This design comes from an exercise in tuning for small area on the open sky130 flow, not from production work. In this exercise RTL edits were held to simulation tests only and were not proved equivalent to the original. No activity file was given, so power comes from the tool's default toggle rates.

<file path="run.sh">
#!/bin/bash
# synth_recipe.tcl (not shown) runs the flow's synth.tcl, then flattens the netlist and writes it again
# the make line also repeats each setting of config.mk as NAME=value (left out here)
make -C /OpenROAD-flow-scripts/flow DESIGN_CONFIG=/design/flow/config.mk WORK_HOME=/design/flow/orfs CLKGATE_MAP_FILE= SYNTH_SCRIPT=/design/flow/synth_recipe.tcl finish
</file>
<file path="config.mk">
export PLATFORM = sky130hd
export DESIGN_NAME = oac_core
export DESIGN_NICKNAME = oac_core
export VERILOG_FILES = /design/flow/design.v
export SDC_FILE = /design/flow/constraint.sdc
export NUM_CORES = 4
export LEC_CHECK = 0
export CAP_MARGIN = 20
export CORE_MARGIN = 2
export CORE_UTILIZATION = 40
export SLEW_MARGIN = 20
</file>
<file path="constraint.sdc">
create_clock -name core_clock -period 10.0 [get_ports {clk}]
set_input_delay 2.0000 -clock core_clock [delete_from_list [all_inputs] [get_ports {clk}]]
set_output_delay 2.0000 -clock core_clock [all_outputs]
set_load 0.01 [all_outputs]
</file>
<file path="design.v">
module oac_core (
    input  wire        clk,
    input  wire        rst,           
    output wire        mem_req,
    output wire        mem_we,
    output wire [6:0]  mem_addr,
    output wire [31:0] mem_wdata,
    input  wire        mem_ack,
    input  wire [31:0] mem_rdata,
    output wire        halted,
    output wire        faulted,
    output reg  [1:0]  fault_kind,
    output reg  [31:0] fault_value,
    output wire [31:0] pc_out,
    output wire [31:0] x0_out,
    output wire [31:0] x1_out,
    output wire [31:0] x2_out,
    output wire [31:0] x3_out,
    output wire [1:0]  flags_out,
    output wire [31:0] stk_top_out
);
    localparam [31:0] MEM_SIZE       = 32'd128;
    localparam [31:0] STACK_TOP_INIT = 32'd112;
    localparam [31:0] STACK_BOTTOM   = 32'd96;
    localparam [31:0] ENTRY          = 32'd0;
    localparam [4:0] OP_ADD = 5'd0,  OP_SUB = 5'd1,  OP_JMP = 5'd2,  OP_JZ = 5'd3,
                     OP_JN = 5'd4,   OP_READ = 5'd5, OP_STORE = 5'd6, OP_LDI = 5'd7,
                     OP_INC = 5'd8,  OP_MOVRR = 5'd9, OP_CALL = 5'd10, OP_RET = 5'd11,
                     OP_ADDRR = 5'd12, OP_SUBRR = 5'd13, OP_JNZ = 5'd14, OP_INCMEM = 5'd15,
                     OP_ADDRM = 5'd16, OP_SUBRM = 5'd17, OP_CMP = 5'd18, OP_JE = 5'd19,
                     OP_JNE = 5'd20;
    localparam [1:0] F_OOB = 2'd0, F_BADREG = 2'd1, F_OVERFLOW = 2'd2, F_UNDERFLOW = 2'd3;
    localparam [3:0] S_FETCH  = 4'd0,    
                     S_DECODE = 4'd1,    
                     S_OP1    = 4'd2,    
                     S_OP2    = 4'd3,    
                     S_DATA   = 4'd4,    
                     S_EXEC   = 4'd5,    
                     S_MEM    = 4'd6,    
                     S_MEMW   = 4'd7,    
                     S_HALT   = 4'd8,
                     S_FAULT  = 4'd9;
    reg [3:0]  state;
    reg [3:0]  ret_state;       
    reg [31:0] pc;
    reg [31:0] x [0:3];
    reg        flag_z, flag_n;
    reg [31:0] stk_top;
    reg [4:0]  ir;              
    reg [31:0] op1, op2;        
    reg [31:0] mdata;           
    reg [31:0] rdata_q;         
    reg        req_we;
    reg [6:0]  req_addr;
    reg [31:0] req_wdata;
    assign mem_req   = (state == S_MEM);
    assign mem_we    = req_we;
    assign mem_addr  = req_addr;
    assign mem_wdata = req_wdata;
    assign halted      = (state == S_HALT);
    assign faulted     = (state == S_FAULT);
    assign pc_out      = pc;
    assign x0_out      = x[0];
    assign x1_out      = x[1];
    assign x2_out      = x[2];
    assign x3_out      = x[3];
    assign flags_out   = {flag_n, flag_z};
    assign stk_top_out = stk_top;
    wire [31:0] pc_p1 = pc + 32'd1;
    wire [31:0] pc_p2 = pc + 32'd2;
    wire [31:0] pc_p3 = pc + 32'd3;
    wire        pc_ok    = (pc < MEM_SIZE);
    wire        pc_p1_ok = (pc_p1 < MEM_SIZE);
    wire        pc_p2_ok = (pc_p2 < MEM_SIZE);
    wire        rd_addr_ok = (rdata_q < MEM_SIZE);
    wire        rd_reg_ok  = (rdata_q < 32'd4);
    wire is_rr = (ir == OP_MOVRR) || (ir == OP_ADDRR) || (ir == OP_SUBRR) || (ir == OP_CMP);
    wire is_rm = (ir == OP_ADDRM) || (ir == OP_SUBRM);
    wire [31:0] xa = x[op1[1:0]];
    wire [31:0] xb = x[op2[1:0]];
    reg  [31:0] alu_a, alu_b;
    reg         alu_sub;
    always @(*) begin
        alu_a   = x[0];
        alu_b   = mdata;
        alu_sub = 1'b0;
        case (ir)
            OP_ADD:    begin alu_a = x[0]; alu_b = mdata; alu_sub = 1'b0; end
            OP_SUB:    begin alu_a = x[0]; alu_b = mdata; alu_sub = 1'b1; end
            OP_INC:    begin alu_a = x[0]; alu_b = 32'd1; alu_sub = 1'b0; end
            OP_ADDRR:  begin alu_a = xa;   alu_b = xb;    alu_sub = 1'b0; end
            OP_SUBRR,
            OP_CMP:    begin alu_a = xa;   alu_b = xb;    alu_sub = 1'b1; end
            OP_ADDRM:  begin alu_a = xa;   alu_b = mdata; alu_sub = 1'b0; end
            OP_SUBRM:  begin alu_a = xa;   alu_b = mdata; alu_sub = 1'b1; end
            default:   begin alu_a = x[0]; alu_b = mdata; alu_sub = 1'b0; end
        endcase
    end
    wire [31:0] alu_r = alu_sub ? (alu_a - alu_b) : (alu_a + alu_b);
    integer i;
    always @(posedge clk) begin
        if (rst) begin
            state       <= S_FETCH;
            ret_state   <= S_FETCH;
            pc          <= ENTRY;
            for (i = 0; i < 4; i = i + 1)
                x[i] <= 32'd0;
            flag_z      <= 1'b0;
            flag_n      <= 1'b0;
            stk_top     <= STACK_TOP_INIT;
            ir          <= 5'd0;
            op1         <= 32'd0;
            op2         <= 32'd0;
            mdata       <= 32'd0;
            rdata_q     <= 32'd0;
            req_we      <= 1'b0;
            req_addr    <= 7'd0;
            req_wdata   <= 32'd0;
            fault_kind  <= 2'd0;
            fault_value <= 32'd0;
        end else begin
            case (state)
                S_FETCH: begin
                    if (!pc_ok) begin
                        state       <= S_FAULT;
                        fault_kind  <= F_OOB;
                        fault_value <= pc;
                    end else begin
                        req_we    <= 1'b0;
                        req_addr  <= pc[6:0];
                        ret_state <= S_DECODE;
                        state     <= S_MEM;
                    end
                end
                S_DECODE: begin
                    ir <= rdata_q[4:0];
                    if (rdata_q > 32'd20) begin
                        state <= S_HALT;
                    end else if (rdata_q[4:0] == OP_INC) begin
                        state <= S_EXEC;
                    end else if (rdata_q[4:0] == OP_RET) begin
                        if (stk_top == STACK_TOP_INIT) begin
                            state       <= S_FAULT;
                            fault_kind  <= F_UNDERFLOW;
                            fault_value <= stk_top;
                        end else begin
                            req_we    <= 1'b0;
                            req_addr  <= stk_top[6:0];
                            ret_state <= S_EXEC;
                            state     <= S_MEM;
                        end
                    end else if (!pc_p1_ok) begin
                        state       <= S_FAULT;
                        fault_kind  <= F_OOB;
                        fault_value <= pc_p1;
                    end else begin
                        req_we    <= 1'b0;
                        req_addr  <= pc_p1[6:0];
                        ret_state <= S_OP1;
                        state     <= S_MEM;
                    end
                end
                S_OP1: begin
                    op1 <= rdata_q;
                    if (is_rr || is_rm) begin
                        if (!rd_reg_ok) begin
                            state       <= S_FAULT;
                            fault_kind  <= F_BADREG;
                            fault_value <= rdata_q;
                        end else if (!pc_p2_ok) begin
                            state       <= S_FAULT;
                            fault_kind  <= F_OOB;
                            fault_value <= pc_p2;
                        end else begin
                            req_we    <= 1'b0;
                            req_addr  <= pc_p2[6:0];
                            ret_state <= S_OP2;
                            state     <= S_MEM;
                        end
                    end else begin
                        case (ir)
                            OP_ADD, OP_SUB, OP_READ, OP_INCMEM: begin
                                if (!rd_addr_ok) begin
                                    state       <= S_FAULT;
                                    fault_kind  <= F_OOB;
                                    fault_value <= rdata_q;
                                end else begin
                                    req_we    <= 1'b0;
                                    req_addr  <= rdata_q[6:0];
                                    ret_state <= S_DATA;
                                    state     <= S_MEM;
                                end
                            end
                            OP_STORE: begin
                                if (!rd_addr_ok) begin
                                    state       <= S_FAULT;
                                    fault_kind  <= F_OOB;
                                    fault_value <= rdata_q;
                                end else begin
                                    req_we    <= 1'b1;
                                    req_addr  <= rdata_q[6:0];
                                    req_wdata <= x[0];
                                    ret_state <= S_EXEC;
                                    state     <= S_MEM;
                                end
                            end
                            OP_CALL: begin
                                if (stk_top == STACK_BOTTOM) begin
                                    state       <= S_FAULT;
                                    fault_kind  <= F_OVERFLOW;
                                    fault_value <= stk_top;
                                end else begin
                                    req_we    <= 1'b1;
                                    req_addr  <= stk_top[6:0] - 7'd1;
                                    req_wdata <= pc_p2;
                                    ret_state <= S_EXEC;
                                    state     <= S_MEM;
                                end
                            end
                            default: begin
                                state <= S_EXEC;
                            end
                        endcase
                    end
                end
                S_OP2: begin
                    op2 <= rdata_q;
                    if (is_rr) begin
                        if (!rd_reg_ok) begin
                            state       <= S_FAULT;
                            fault_kind  <= F_BADREG;
                            fault_value <= rdata_q;
                        end else begin
                            state <= S_EXEC;
                        end
                    end else begin
                        if (!rd_addr_ok) begin
                            state       <= S_FAULT;
                            fault_kind  <= F_OOB;
                            fault_value <= rdata_q;
                        end else begin
                            req_we    <= 1'b0;
                            req_addr  <= rdata_q[6:0];
                            ret_state <= S_DATA;
                            state     <= S_MEM;
                        end
                    end
                end
                S_DATA: begin
                    mdata <= rdata_q;
                    if (ir == OP_INCMEM) begin
                        req_we    <= 1'b1;
                        req_addr  <= op1[6:0];
                        req_wdata <= rdata_q + 32'd1;
                        ret_state <= S_EXEC;
                        state     <= S_MEM;
                    end else begin
                        state <= S_EXEC;
                    end
                end
                S_EXEC: begin
                    state <= S_FETCH;
                    case (ir)
                        OP_ADD, OP_SUB: begin
                            x[0]   <= alu_r;
                            flag_z <= (alu_r == 32'd0);
                            flag_n <= alu_r[31];
                            pc     <= pc_p2;
                        end
                        OP_INC: begin
                            x[0]   <= alu_r;
                            flag_z <= (alu_r == 32'd0);
                            flag_n <= alu_r[31];
                            pc     <= pc_p1;
                        end
                        OP_JMP:            pc <= op1;
                        OP_JZ, OP_JE:      pc <= flag_z ? op1 : pc_p2;
                        OP_JNZ, OP_JNE:    pc <= flag_z ? pc_p2 : op1;
                        OP_JN:             pc <= flag_n ? op1 : pc_p2;
                        OP_READ: begin
                            x[0] <= mdata;
                            pc   <= pc_p2;
                        end
                        OP_STORE, OP_INCMEM: pc <= pc_p2;
                        OP_LDI: begin
                            x[0] <= op1;
                            pc   <= pc_p2;
                        end
                        OP_MOVRR: begin
                            x[op2[1:0]] <= xa;
                            pc          <= pc_p3;
                        end
                        OP_ADDRR, OP_SUBRR: begin
                            x[op2[1:0]] <= alu_r;
                            flag_z      <= (alu_r == 32'd0);
                            flag_n      <= alu_r[31];
                            pc          <= pc_p3;
                        end
                        OP_CMP: begin
                            flag_z <= (alu_r == 32'd0);
                            flag_n <= alu_r[31];
                            pc     <= pc_p3;
                        end
                        OP_ADDRM, OP_SUBRM: begin
                            x[op1[1:0]] <= alu_r;
                            pc          <= pc_p3;
                        end
                        OP_CALL: begin
                            stk_top <= stk_top - 32'd1;
                            pc      <= op1;
                        end
                        OP_RET: begin
                            stk_top <= stk_top + 32'd1;
                            pc      <= rdata_q;
                        end
                        default: ;
                    endcase
                end
                S_MEM: begin
                    state <= S_MEMW;
                end
                S_MEMW: begin
                    if (mem_ack) begin
                        rdata_q <= mem_rdata;
                        state   <= ret_state;
                    end
                end
                S_HALT:  state <= S_HALT;
                S_FAULT: state <= S_FAULT;
                default: state <= S_FAULT;
            endcase
        end
    end
endmodule
</file>
==> run notes <==
-- report_power, final --
group	internal (mW)	switching, mW
Sequential	1.71	0.167
Combinational	0.636	1.11
Clock	0.978	0.749
-- kinds of logic after synthesis --
| logic type | after synthesis | share of synthesized area (%) |
|---|---|---|
| buf+inv | 381 | 5.215 |
| mux | 120 | 7.059 |
| xor+xnor | 194 | 5.878 |
| flops | 383 | 30.96 |
| compound gates | 1073 | 24.43 |
| simple gates | 1450 | 23.29 |
| fa+ha+maj | 72 | 3.168 |
-- area by class of cell --
type                       count  area share (%)
antenna                        1        0.007308
clock buffer                  61           3.826
clock inverter                23          0.5920
inverter                      66          0.7235
multi-input combinational   2909           54.27
sequential                   383           26.14
tap                          950           3.471
timing repair buffer         398           10.97
-- per-layer routing --
| metal | GRT usage (%) | wire length [µm] | vias up |
|---|---|---|---|
| li1 | - | - | 13810 |
| met1 | 46.80 | 54150 | 14840 |
| met2 | 52.58 | 57940 | 1814 |
| met3 | 7.592 | 13710 | 363 |
| met4 | 14.20 | 6414 | 0 |
| met5 | 0 | 0 | - |
-- metrics by stage --
step / cell area [µm²] / instances / hold WS (ns) / total power [mW] / worst slack [ns]
2_1_floorplan: 28910 / 3673 / 0.4309 / 2.940 / 4.385
3_3_place_gp: 32730 / 4706 / 0.4435 / 3.590 / 3.336
3_5_place_dp: 32730 / 4706 / 0.4506 / 3.588 / 3.174
4_1_cts: 34240 / 4790 / 0.4598 / 5.299 / 3.159
5_1_grt: 34240 / 4790 / 0.4741 / 5.540 / 2.550
6_report: 34240 / 4791 / 0.4585 / 5.352 / 2.985
-- sequential cells by signal (all words and copies together), names as in the netlist, 4 cells and up, named ones only --
register	flops
x	128
fault_value	32
mdata	32
op1	32
pc	32
rdata_q	32
req_wdata	32
stk_top	32
req_addr	7
ir	5
ret_state	4
state	4
-- worst max path at each step --
| stage | from | end | depth (start not counted) | slack, ns |
|---|---|---|---|---|
| floorplan | ir[3] | x[0][31] | 29 | 4.38 |
| global placement | ir[2] | x[2][31] | 25 | 3.34 |
| detailed placement | ir[2] | x[2][31] | 25 | 3.17 |
| CTS | ir[2] | x[2][31] | 25 | 3.16 |
| global route | ir[2] | x[0][31] | 25 | 2.55 |
| finish | ir[2] | x[2][31] | 25 | 2.99 |
-- cell usage after synthesis (69+ instances only) --
cell / n / area [µm²]
a211oi_1: 82 / 615.6
a21oi_1: 362 / 1812
clkbuf_1: 251 / 942.2
dfxtp_1: 255 / 5105
edfxtp_1: 128 / 3844
ha_1: 70 / 875.8
nand2_1: 537 / 2016
nand3_1: 69 / 345.3
nor2_1: 432 / 1622
nor3_1: 91 / 455.4
o21ai_0: 164 / 820.8
xnor2_1: 104 / 910.9
xor2_1: 90 / 788.3
-- worst max-delay path, delay by kind of cell, from the launching register on --
kind            cells  cell delay [ns]
compound gates     11             2.69
simple gates        8             2.20
flops               1             0.74
fa+ha+maj           2             0.50
buf+inv             2             0.31
xor+xnor            2             0.29
==> results.cfg <==
[route]
routed_via_density = 6.434
drc = 0
vias = 30820
final_antenna_net_count = 0
wl_um = 132200
post_drt_wl_per_cell_um = 27.60
drt-initial-drc-count = 4104
drtPass1Iterations = 7

[timing]
tightestPinTransition_ns = 1.142
finalHoldViolCount = 0
min_period_ns = 7.015
finalCritPeriodShare_pct = 70.15
rsz0062_at_grt = no
max_freq_ghz = 0.1426
clock_skew_ns = 0.02418
setup_violations = 0
max_slew_margin_pct = 23.85
tns_ns = 0
finalMaxSlewViolations = 0

[synthesis]
yosysWarningCount = 1
ys_ff_latch = 383
synth-edff-count = 128
synthFlopType = dfxtp_1
synth_area_per_cell_um2 = 7.870
syn_nets = 3780
syn_inst = 3673
async_flop_share_pct = 0
synth_cell_types = 99
syn-cell-area_mm2 = 0.02891
ys_seq_area_share_pct = 30.96

[final_layout]
n_fill_cell = 7052
regArea_mm2 = 0.008951
multi_input_area_mm2 = 0.01858
drive_gt1_share_pct = 8.906
final_cell_mix = nand2_1, nor2_1, a21oi_1
layout_commonest_cell = nand2_1
final_util_pct = 47.90
syn2layout_area_growth_pct = 18.45
layout.nets = 3911

[clock_network]
insertion_delay_ns = 0.62
cts_root_buf = clkbuf_16
clock_sinks = 383
clkSlewWorstSetupHoldPaths_ns = 0.06
cts_buffers = 46
post_cts_buffers = 0
cts_buffer_depth = 3
cts_tree = done
hold_buffers = 0
htreeDepth = 2
post_cts_resized = 0

[setup_path]
slowest_delay_ns = 0.92
critPathLaunchType = flip-flop
crit_fanout = 21
rrSetupSlack_ns = 2.99
endpoint_kind = flip-flop
crit_type = flip-flop to flip-flop
r2r_cells = 25
cp_slowest_cell = nor4bb_2
regToRegStartpoint = ir[2]
r2r-end = x[2][31]
required_ns = 10.33
cp_data_arrival_time_ns = 7.35

[floorplan]
fp.dieW_um = 272.8
initial_core_util_pct = 40.44
die_h_um = 272.8
coreArea_mm2 = 0.07149
ios = 306
rows = 98
dieArea_mm2 = 0.07444

[place]
io_buffers = 305
gp_congestion = 1.041
place_hpwl_um = 96580

[min_path]
hold_end = req_wdata[26]
hold_class = flip-flop to flip-flop
whs_path_depth = 2
hp-start = req_wdata[26]

[grt]
grt_antenna_before_repair = 4
grtUsageTotal_pct = 34.38
grt_max_degree = 82
grt.overflow.total = 0
grt_pass1_vias = 28480
grt_pass1_wl_um = 193600

[power_and_ir_drop]
pwr_density_cell_mw_per_mm2 = 156.3
total_leakage_power_nw = 11.87
peakVddDrop_uv = 132.1

[run_status]
status = finished clean

[flow_run]
max-cap-violations = 0

==> what the ideal ports hide <==
No port has a modelled driver above. Below, the same layout with a new extraction and two added sets of constraints. Step 1 assumes that a clkbuf_16 drives the clock port and a buf_2 every other input. Step 2 times the ports against the registers' clock, not the clock port: input delays grow and output delays shrink by t, the midpoint of the rising clock arrivals with the driver on. Slacks: ideal / step 1 / step 2; pairs: ideal / step 1.
shift t [ns]: 0.670
slack for setup (ns): 2.985 / 2.985 / 2.985
worst slew at a driven data input, ns: 0.05
After both steps this run still meets setup and hold. The setup slack of this run moves by 0.000 ns with the drivers and by 0.000 ns with both steps.
